Background: an optimization exercise with open tools, aiming at small area, a short achievable clock period and few clock cycles per item. Do not read the settings as production practice.
RTL that was checked went through simulation tests only; none was proved equivalent to the original.
No activity file was given, so power comes from the tool's default toggle rates.

==> wip/pepper <==
## popcount_unit
module popcount_unit (
    input  wire         clk,
    input  wire         rst,         
    input  wire         in_valid,
    input  wire [1:0]   op,          
    input  wire [127:0] operand,
    output reg          out_valid,
    output reg  [7:0]   result,
    output reg          valid,
    output reg          illegal,
    output reg  [2:0]   strategy
);
Settings: LEC_CHECK=0, CAP_MARGIN=20, CORE_MARGIN=2, CORE_UTILIZATION=50, CTS_BUF_LIST=sky130_fd_sc_hd__clkbuf_4 sky130_fd_sc_hd__clkbuf_8, SETUP_SLACK_MARGIN=3.6, SLEW_MARGIN=20, SYNTH_HIERARCHICAL=1, SYNTH_MINIMUM_KEEP_SIZE=0; clock period 7.0 ns.
standard.sh (not shown) runs the stock make flow with config.mk's settings and CLKGATE_MAP_FILE= SYNTH_SCRIPT=/design/flow/synth_recipe.tcl, a recipe that flattens the netlist after the stock synthesis.
==> flow/flow/run.sh <==
#!/bin/bash
# Layout flow: the standard layout (standard.sh, all ORFS steps from
# synthesis to finish), with the input and output port buffers placed as
# sky130_fd_sc_hd__buf_1 cells instead of the cell buffer_ports picks by
# itself. Each step's full log stays under orfs/logs/; the output of make
# goes to flow_make.log in this folder.
set -euo pipefail
export BUFFER_PORTS_ARGS="-buffer_cell sky130_fd_sc_hd__buf_1"
bash standard.sh > flow_make.log 2>&1
==> wip/violet (differences from wip/pepper) <==
--- a/flow/config.mk
+++ b/flow/config.mk
@@ -8,7 +8,6 @@
 export CAP_MARGIN = 20
 export CORE_MARGIN = 2
 export CORE_UTILIZATION = 50
-export CTS_BUF_LIST = sky130_fd_sc_hd__clkbuf_4 sky130_fd_sc_hd__clkbuf_8
 export SETUP_SLACK_MARGIN = 3.6
 export SLEW_MARGIN = 20
 export SYNTH_HIERARCHICAL = 1
==> comparison table <==
item	wip/pepper	wip/violet
Run status	complete, no violations	complete, no violations
Power Clock	0.297 mW	0.429 mW
Met1 layer wirelength in the final routing	9.36 mm	9.56 mm
Hold path start	gi_r1_28	gi_r1_29
Non-clock buffer area fraction after layout	12.7%	13.0%
Pin slew with the least headroom to its limit	0.712 ns	0.726 ns
Proportion of total power due to net switching	43.7%	42.2%
Initial DRC count	990	910
Via Count	6444	6442
Worst hold slack across all endpoints	0.439 ns	0.436 ns
Largest clock skew in the final design	0.00761 ns	0.00490 ns
PostCTS Resize Cnt	133	164
Grt met1 use	52.4%	52.3%
Final Total Pwr	2.46 mW	2.60 mW
Switching component of the power	1.07 mW	1.10 mW
Post-DR vias/cell	6.98	6.99
Total area of multi-input combinational cells	0.00499 mm²	0.00501 mm²
# fillers	1071	1033
Met3 routed wirelength	3.64 mm	3.42 mm
Testbench counts of wip/pepper, summed over its fixed seeds: cycles 4,008, items 4,000.
Testbench counts of wip/violet, summed over its fixed seeds: cycles 4,008, items 4,000.

==> inputs of v28 <==
popcount_unit again, from the RTL that the note above started with.
clock: 7.0 ns
lec_check: 0
cap_margin: 20
core_margin: 2
core_utilization: 50
cts_buf_list: sky130_fd_sc_hd__clkbuf_4 sky130_fd_sc_hd__clkbuf_8
setup_slack_margin: 3.45
slew_margin: 20
synth_hierarchical: 1
synth_minimum_keep_size: 0
Scripts as last shown in full above: flow/flow/run.sh
==> inputs of v18, as changes to v28 <==
- SETUP_SLACK_MARGIN: 3.45 -> 3.5
==> summary.txt <==
Status
  • Status: no timing/DRC/antenna violations

STA
  • Period utilization: 49.8%
  • Tightest Pin Transition: 0.788 ns
  • RSZ-0062 raised after global routing: no
  • Max_slew headroom: 47.1%

Drt
  • DR WL met2: 12.0 mm
  • Routed WL per cell: 29.2 um

Layout
  • Layout non-clock buf frac: 9.31%
  • # fillers: 1075
  • Fraction of area in clock buffers and inverters: 2.86%
  • Fin util: 60.0%
  • Most frequent cells in the layout: 115 x fa_1, 94 x buf_1, 62 x dfxtp_1
  • Layout area overhead: 16.4%
  • Share of cells above drive strength 1: 16.8%
  • Footprint of the multi-input gates: 4880 um2

Pwr
  • Overall power: 2.39 mW
  • Sequential power share: 23.4%
  • Clock share of power: 13.6%
  • Sw frac: 43.1%
  • Int Pwr: 1.36 mW
# the run above: v18

==> summary.txt <==
Drt
  • Routed Antenna Nets: 0
  • DR WL met2: 12.0 mm
  • Routed WL per cell: 29.2 um

Layout
  • Layout area overhead: 14.9%
  • Footprint of the multi-input gates: 4850 um2
  • Fin util: 59.2%
  • Fraction of area in clock buffers and inverters: 2.90%
  • Share of cells above drive strength 1: 11.0%

Pwr
  • Sw frac: 43.2%
  • Overall power: 2.38 mW
  • Int Pwr: 1.35 mW
  • Worst vdd ir: 0.257 mV
  • Sequential power share: 23.5%

Status
  • Status: no timing/DRC/antenna violations

Critical path
  • CP max FO: 4

STA
  • Max_slew headroom: 46.8%
  • Tightest Pin Transition: 0.793 ns
  • RSZ-0062 raised after global routing: yes

Yosys
  • Seq/Total Area, Yosys: 19.9%
  • Post-Syn Area: 6240 um2

GRT
  • M1 GR Usage: 51.8%
# the run above: v28

Testbench counts of v28, summed over its fixed seeds: cycles 4,008, items 4,000.
Testbench counts of v18, summed over its fixed seeds: cycles 4,008, items 4,000.

==> inputs of job 7512 <==
popcount_unit, a different RTL version from the one above (not shown whole).
clock: 7.0 ns
lec_check: 0
cap_margin: 20
core_margin: 2
core_utilization: 45
setup_slack_margin: 3.6
slew_margin: 20
synth_hierarchical: 1
synth_minimum_keep_size: 0
Scripts as last shown in full above: flow/flow/run.sh
==> job 3756 (differences from job 7512) <==
==> flow/run.sh (new file) <==
#!/bin/bash
# synth_recipe.tcl (not shown) runs the flow's synth.tcl, then flattens the netlist and writes it again
# the make line also repeats each setting of config.mk as NAME=value (left out here)
make -C /OpenROAD-flow-scripts/flow DESIGN_CONFIG=/design/flow/config.mk WORK_HOME=/design/flow/orfs CLKGATE_MAP_FILE= SYNTH_SCRIPT=/design/flow/synth_recipe.tcl finish
Settings changed: SETUP_SLACK_MARGIN 3.6 to 3.45.
removed: flow/flow/run.sh
removed: flow/standard.sh
==> job 2175 (differences from job 7512) <==
==> flow/run.sh (new file) <==
#!/bin/bash
# synth_recipe.tcl (not shown) runs the flow's synth.tcl, then flattens the netlist and writes it again
# the make line also repeats each setting of config.mk as NAME=value (left out here)
make -C /OpenROAD-flow-scripts/flow DESIGN_CONFIG=/design/flow/config.mk WORK_HOME=/design/flow/orfs CLKGATE_MAP_FILE= SYNTH_SCRIPT=/design/flow/synth_recipe.tcl finish
removed: flow/flow/run.sh
removed: flow/standard.sh
==> results.txt <==
- Non-clock buffer count: job 7512 < job 3756 < job 2175.
- Clock power: job 2175 > job 7512 > job 3756.
- Count of clock-buffer cells in the layout is the same in job 7512 and job 3756.
- Die area is the same in job 7512 and job 2175.
- The highest first-iteration DRC count belongs to job 2175, the lowest to job 3756.
==> figures <==
Result of the run: job 3756 no timing/DRC/antenna violations; job 7512 no timing/DRC/antenna violations; job 2175 no timing/DRC/antenna violations
Headroom to the max-slew limit: job 3756 49.5%; job 7512 59.7%; job 2175 51.3%
Multi-input gate area: job 3756 5530 um2; job 7512 5380 um2; job 2175 5540 um2
Critical path buffer and inverter count: job 3756 3; job 7512 2; job 2175 2
# resized after CTS: job 3756 400; job 7512 155; job 2175 621
Lkg Pwr: job 3756 3.35 nW; job 7512 3.05 nW; job 2175 3.35 nW
Sequential power share: job 3756 21.2%; job 7512 22.1%; job 2175 21.2%
Critical path's slowest cell: job 3756 sky130_fd_sc_hd__or4_4; job 7512 sky130_fd_sc_hd__or4_1; job 2175 sky130_fd_sc_hd__or4_4
Met3 Usage GRT: job 3756 5.56%; job 7512 6.27%; job 2175 4.55%
Stages on the worst setup path: job 3756 9; job 7512 8; job 2175 8
Power Density: job 3756 272 nW/um2; job 7512 280 nW/um2; job 2175 275 nW/um2
Final Non-Filler Cells: job 3756 895; job 7512 894; job 2175 901
Function was not checked in any run of this note: the RTL went through the layout flow alone.

==> inputs of trial 18 <==
Another version of the RTL of popcount_unit (not shown whole).
clock: 7.0 ns
lec_check: 0
cap_margin: 20
core_margin: 2
core_utilization: 60
setup_slack_margin: 3.6
slew_margin: 20
synth_hierarchical: 1
synth_minimum_keep_size: 0
==> flow/flow/run.sh <==
#!/bin/bash
# Layout flow: the standard layout (standard.sh, all ORFS steps from
# synthesis to finish), with the input and output port buffers placed as
# sky130_fd_sc_hd__buf_1 cells instead of the cell buffer_ports picks by
# itself. Each step's full log stays under orfs/logs/; the output of make
# goes to flow_make.log in this folder.
set -euo pipefail
export BUFFER_PORTS_ARGS="-buffer_cell sky130_fd_sc_hd__buf_1"
bash standard.sh > flow_make.log 2>&1
==> trial 63: changes against trial 18 <==
==> flow/run.sh (new file) <==
#!/bin/bash
# synth_recipe.tcl (not shown) runs the flow's synth.tcl, then flattens the netlist and writes it again
# the make line also repeats each setting of config.mk as NAME=value (left out here)
make -C /OpenROAD-flow-scripts/flow DESIGN_CONFIG=/design/flow/config.mk WORK_HOME=/design/flow/orfs CLKGATE_MAP_FILE= SYNTH_SCRIPT=/design/flow/synth_recipe.tcl finish
--- a/flow/config.mk
+++ b/flow/config.mk
@@ -10,3 +10,3 @@
 export CORE_UTILIZATION = 60
-export SETUP_SLACK_MARGIN = 3.6
+export SETUP_SLACK_MARGIN = 3.7
 export SLEW_MARGIN = 20
removed: flow/flow/run.sh
removed: flow/standard.sh
==> trial 37: changes against trial 18 <==
==> flow/run.sh (new file) <==
#!/bin/bash
# synth_recipe.tcl (not shown) runs the flow's synth.tcl, then flattens the netlist and writes it again
# the make line also repeats each setting of config.mk as NAME=value (left out here)
make -C /OpenROAD-flow-scripts/flow DESIGN_CONFIG=/design/flow/config.mk WORK_HOME=/design/flow/orfs CLKGATE_MAP_FILE= SYNTH_SCRIPT=/design/flow/synth_recipe.tcl finish
--- a/flow/config.mk
+++ b/flow/config.mk
@@ -9,4 +9,4 @@
 export CORE_MARGIN = 2
-export CORE_UTILIZATION = 60
-export SETUP_SLACK_MARGIN = 3.6
+export CORE_UTILIZATION = 75
+export SETUP_SLACK_MARGIN = 3.7
 export SLEW_MARGIN = 20
removed: flow/flow/run.sh
removed: flow/standard.sh
==> results.txt <==
Result of the run: trial 37 did not finish; trial 18 complete, no violations; trial 63 complete, no violations
Failing step: trial 37 global placement (3_3_place_gp); trial 18 -; trial 63 -
Register-to-register path setup slack: trial 37 -; trial 18 3.70 ns; trial 63 3.82 ns
Switching power: trial 37 -; trial 18 1.013 mW; trial 63 1.067 mW
Critical Path Sink: trial 37 -; trial 18 pc0_r1_1; trial 63 pc0_r1_1
Share of total power in the clock network: trial 37 -; trial 18 0.112; trial 63 0.117
Combinational Power: trial 37 -; trial 18 1.54 mW; trial 63 1.71 mW
Buffers from clock root to sink, at most: trial 37 -; trial 18 2; trial 63 2
Non-clk bufs: trial 37 -; trial 18 155; trial 63 158
Pins Over Slew Limit: trial 37 -; trial 18 0; trial 63 0
Kind of launch point of the worst setup path: trial 37 -; trial 18 input port; trial 63 input port
Number of buffers added for setup after CTS: trial 37 -; trial 18 3; trial 63 7
Fraction of standard cell area in multi-input logic: trial 37 -; trial 18 0.6911; trial 63 0.6761
Hold Path End: trial 37 -; trial 18 rb0_r2_44; trial 63 vld_r2
Count of multi-input gates: trial 37 -; trial 18 598; trial 63 598
Worst hold path depth: trial 37 -; trial 18 1; trial 63 1
Count of clock-net buffers in the final layout: trial 37 -; trial 18 5; trial 63 5
Cell Area, Placed: trial 37 -; trial 18 0.007535 sq mm; trial 63 0.008512 sq mm
Met1 routing resource usage after global routing: trial 37 -; trial 18 0.4308; trial 63 0.4497
Number of antenna repair diodes: trial 37 -; trial 18 0; trial 63 0
Number of max-capacitance violations reported: trial 37 -; trial 18 0; trial 63 0
Relative contribution of sequential cells to total power: trial 37 -; trial 18 0.224; trial 63 0.208
Testbench counts of trial 18, summed over its fixed seeds: cycles 4,008, items 4,000.
Testbench counts of trial 63, summed over its fixed seeds: cycles 4,008, items 4,000.
Testbench counts of trial 37, summed over its fixed seeds: cycles 4,008, items 4,000.

==> job 2533: inputs <==
popcount_unit again, from the RTL that the note above started with.
make LEC_CHECK=0 CAP_MARGIN=20 CORE_MARGIN=2 CORE_UTILIZATION=60 SETUP_SLACK_MARGIN=4.0 SLEW_MARGIN=20 SYNTH_HIERARCHICAL=1 SYNTH_MINIMUM_KEEP_SIZE=0 finish   # period 7.0 ns
run.sh (not shown) runs the stock make flow with config.mk's settings and CLKGATE_MAP_FILE= SYNTH_SCRIPT=/design/flow/synth_recipe.tcl, a recipe that flattens the netlist after the stock synthesis.
Stock flow here: none of the scripts above is used.
==> job 3625: changes against job 2533 <==
- SETUP_SLACK_MARGIN: 4.0 -> 3.5
==> job 4066: changes against job 2533 <==
- SETUP_SLACK_MARGIN: 4.0 -> 4.5
==> out/qor.txt <==
status: no timing/DRC/antenna violations
r2r setup slk: 3780 ps
drt total wl: 30,400 um
M2 GR Usage: 71.9%
met3 WL post-DR: 3430 um
clock-cell share of area: 1.50%
Inst Count DP: 958
worst path bufs/invs: 3
f_max: 0.286 GHz
multi-input logic area: 0.00659 mm^2
the above is filed under job 4066

==> out/qor.txt <==
area grow syn2layout: 23.1%
met3 WL post-DR: 1360 um
r2r setup slk: 3630 ps
utilization after layout: 74.9%
status: no timing/DRC/antenna violations
Slew @ Worst Pin: 783 ps
clock-cell share of area: 2.18%
M2 GR Usage: 57.0%
RePlAce Congestion: 0.964
Rel. slew slack: 47.5%
worst path bufs/invs: 1
drt total wl: 20,300 um
f_max: 0.285 GHz
sequential cell count: 56
Inst Count DP: 958
ant diodes: 0
# clock sinks: 56
multi-input logic area: 0.00572 mm^2
the above is filed under job 3625

==> out/qor.txt <==
clock-cell share of area: 1.48%
share of layout cells above drive strength 1: 42.3%
drt total wl: 22,900 um
worst path bufs/invs: 1
met3 WL post-DR: 1670 um
M2 GR Usage: 62.8%
multi-input logic area: 0.00618 mm^2
commonest non-fill, non-tap cells in the layout: fa_2 (104), buf_4 (67), nand2_1 (57), a21oi_1 (53), buf_6 (53)
status: no timing/DRC/antenna violations
f_max: 0.291 GHz
r2r setup slk: 3770 ps
Inst Count DP: 959
the above is filed under job 2533

Testbench counts of job 2533, summed over its fixed seeds: cycles 4,008, items 4,000.
Testbench counts of job 3625, summed over its fixed seeds: cycles 4,008, items 4,000.
Testbench counts of job 4066, summed over its fixed seeds: cycles 4,008, items 4,000.

==> 06-10 <==
popcount_unit again, from the RTL that the note above started with.
Design popcount_unit, start of the top module:
module popcount_unit (
    input  wire         clk,
    input  wire         rst,         
    input  wire         in_valid,
    input  wire [1:0]   op,          
    input  wire [127:0] operand,
    output reg          out_valid,
    output reg  [7:0]   result,
    output reg          valid,
    output reg          illegal,
    output reg  [2:0]   strategy
);
    wire fs1;
    wire fc2;
    wire fs3;
    wire fc4;
    wire fs5;
    wire fc6;
    wire fs7;
    wire fc8;
    wire fs9;
    wire fc10;
    wire fs11;
    wire fc12;
    wire fs13;
    wire fc14;
    wire fs15;
    wire fc16;
    wire fs17;
    wire fc18;
    wire fs19;
    wire fc20;
    wire fs21;
    wire fc22;
    wire fs23;
    wire fc24;
    wire fs25;
    wire fc26;
    wire fs27;
    wire fc28;
    wire fs29;
    wire fc30;
    wire fs31;
    wire fc32;
    wire fs33;
    wire fc34;
    wire fs35;
    wire fc36;
    wire fs37;
    wire fc38;
    wire fs39;
    wire fc40;
    wire fs41;
    wire fc42;
    wire fs43;
    wire fc44;
    wire fs45;
    wire fc46;
    wire fs47;
    wire fc48;
    wire fs49;
    wire fc50;
    wire fs51;
    wire fc52;
    wire fs53;
    wire fc54;
    wire fs55;
    wire fc56;
    wire fs57;
    wire fc58;
    wire fs59;
    wire fc60;
    wire fs61;
    wire fc62;
    wire fs63;
    wire fc64;
    wire fs65;
    wire fc66;
    wire fs67;
    wire fc68;
  ...
Settings: LEC_CHECK=0, CAP_MARGIN=20, CORE_MARGIN=2, CORE_UTILIZATION=60, SETUP_SLACK_MARGIN=3.6, SLEW_MARGIN=20, SYNTH_HIERARCHICAL=1, SYNTH_MINIMUM_KEEP_SIZE=0; clock period 7.0 ns.
==> 07-18: changes against 06-10 <==
SETUP_SLACK_MARGIN = default   (was 3.6)
==> results.txt <==
- 06-10 finished with timing, DRC and antenna clean. 07-18 finished with timing, DRC and antenna clean.
- Total power: 07-18 is larger than 06-10 (3.9%).
- Between 06-10 and 07-18, the lower sequential share of layout area is in 07-18 (gap 0.19 points).
- In 07-18 the maximum frequency is smaller than in 06-10, by 17%.
- Against 07-18, the final area of 06-10 is smaller by 1.2%.
- Of 07-18 and 06-10, 07-18 has the higher critical path depth (gap 3).
- Between 07-18 and 06-10, the lower combinational power is in 06-10 (gap about 7%, measured against 06-10).
- First-iteration DRC count: 06-10 is larger than 07-18 (1.5%).
- In synthesized cell count, 07-18 and 06-10 do not differ.
- Of 06-10 and 07-18, 06-10 has the higher clock skew (gap 3.3 ps).
- In 06-10 the sequential power is larger than in 07-18, by about 3%.
- Against 07-18, the setup slack of 06-10 is higher by 680 ps.
Testbench counts of 06-10, summed over its fixed seeds: cycles 4,008, items 4,000.
Testbench counts of 07-18, summed over its fixed seeds: cycles 4,008, items 4,000.

-- separate check: timing with driven ports --
The results above use ideal ports. As a check the final layouts listed here were re-extracted and re-timed, cells and wires unchanged. Step 1 (the two cells are an assumption about what drives the block):
set clk [get_ports {clk}]
set_driving_cell -lib_cell sky130_fd_sc_hd__clkbuf_16 $clk
set_driving_cell -lib_cell sky130_fd_sc_hd__buf_2 [delete_from_list [all_inputs] $clk]
Step 2 moves the port delays by t, midway between the first and last clock arrival at a register: inputs arrive t later, outputs are due t later. That takes back most of the time a late clock gives input paths. a / b / c = ideal ports / drivers / drivers and shift; a / b = the first two.
| run | shift t [ns] | setup WS [ns] | hold WS [ns] | worst data-port slew with drivers (ns) | cell pins on the clock port's net |
|---|---|---|---|---|---|
| wip/pepper | 0.390 | 3.566 / 3.563 / 3.173 | 0.439 / 0.439 / 0.439 | 0.07 | 1 |
| wip/violet | 0.377 | 3.566 / 3.552 / 3.175 | 0.436 / 0.436 / 0.436 | 0.07 | 1 |
| v28 | 0.380 | 3.453 / 3.466 / 3.086 | 0.442 / 0.442 / 0.442 | 0.04 | 1 |
| v18 | 0.379 | 3.515 / 3.526 / 3.147 | 0.442 / 0.442 / 0.442 | 0.04 | 1 |
| job 7512 | 0.330 | 3.496 / 3.497 / 3.167 | 0.450 / 0.450 / 0.450 | 0.08 | 1 |
| job 3756 | 0.332 | 3.360 / 3.363 / 3.031 | 0.453 / 0.453 / 0.453 | 0.05 | 1 |
| job 2175 | 0.332 | 3.476 / 3.465 / 3.133 | 0.442 / 0.442 / 0.442 | 0.06 | 1 |
| trial 18 | 0.326 | 3.571 / 3.547 / 3.247 | 0.449 / 0.449 / 0.449 | 0.06 | 1 |
| trial 63 | 0.325 | 3.559 / 3.554 / 3.230 | 0.443 / 0.443 / 0.443 | 0.06 | 1 |
| job 2533 | 0.328 | 3.564 / 3.559 / 3.231 | 0.458 / 0.458 / 0.458 | 0.07 | 1 |
| job 3625 | 0.325 | 3.489 / 3.499 / 3.174 | 0.460 / 0.460 / 0.460 | 0.04 | 1 |
| job 4066 | 0.326 | 3.503 / 3.469 / 3.183 | 0.465 / 0.465 / 0.465 | 0.14 | 1 |
| 06-10 | 0.321 | 3.589 / 3.559 / 3.271 | 0.449 / 0.449 / 0.449 | 0.05 | 1 |
| 07-18 | 0.320 | 2.908 / 2.916 / 2.596 | 0.459 / 0.459 / 0.459 | 0.04 | 1 |
After both steps every run listed still meets setup and hold. The setup slack of wip/pepper, which loses most, moves by -0.003 ns with the drivers and by -0.393 ns with both steps.
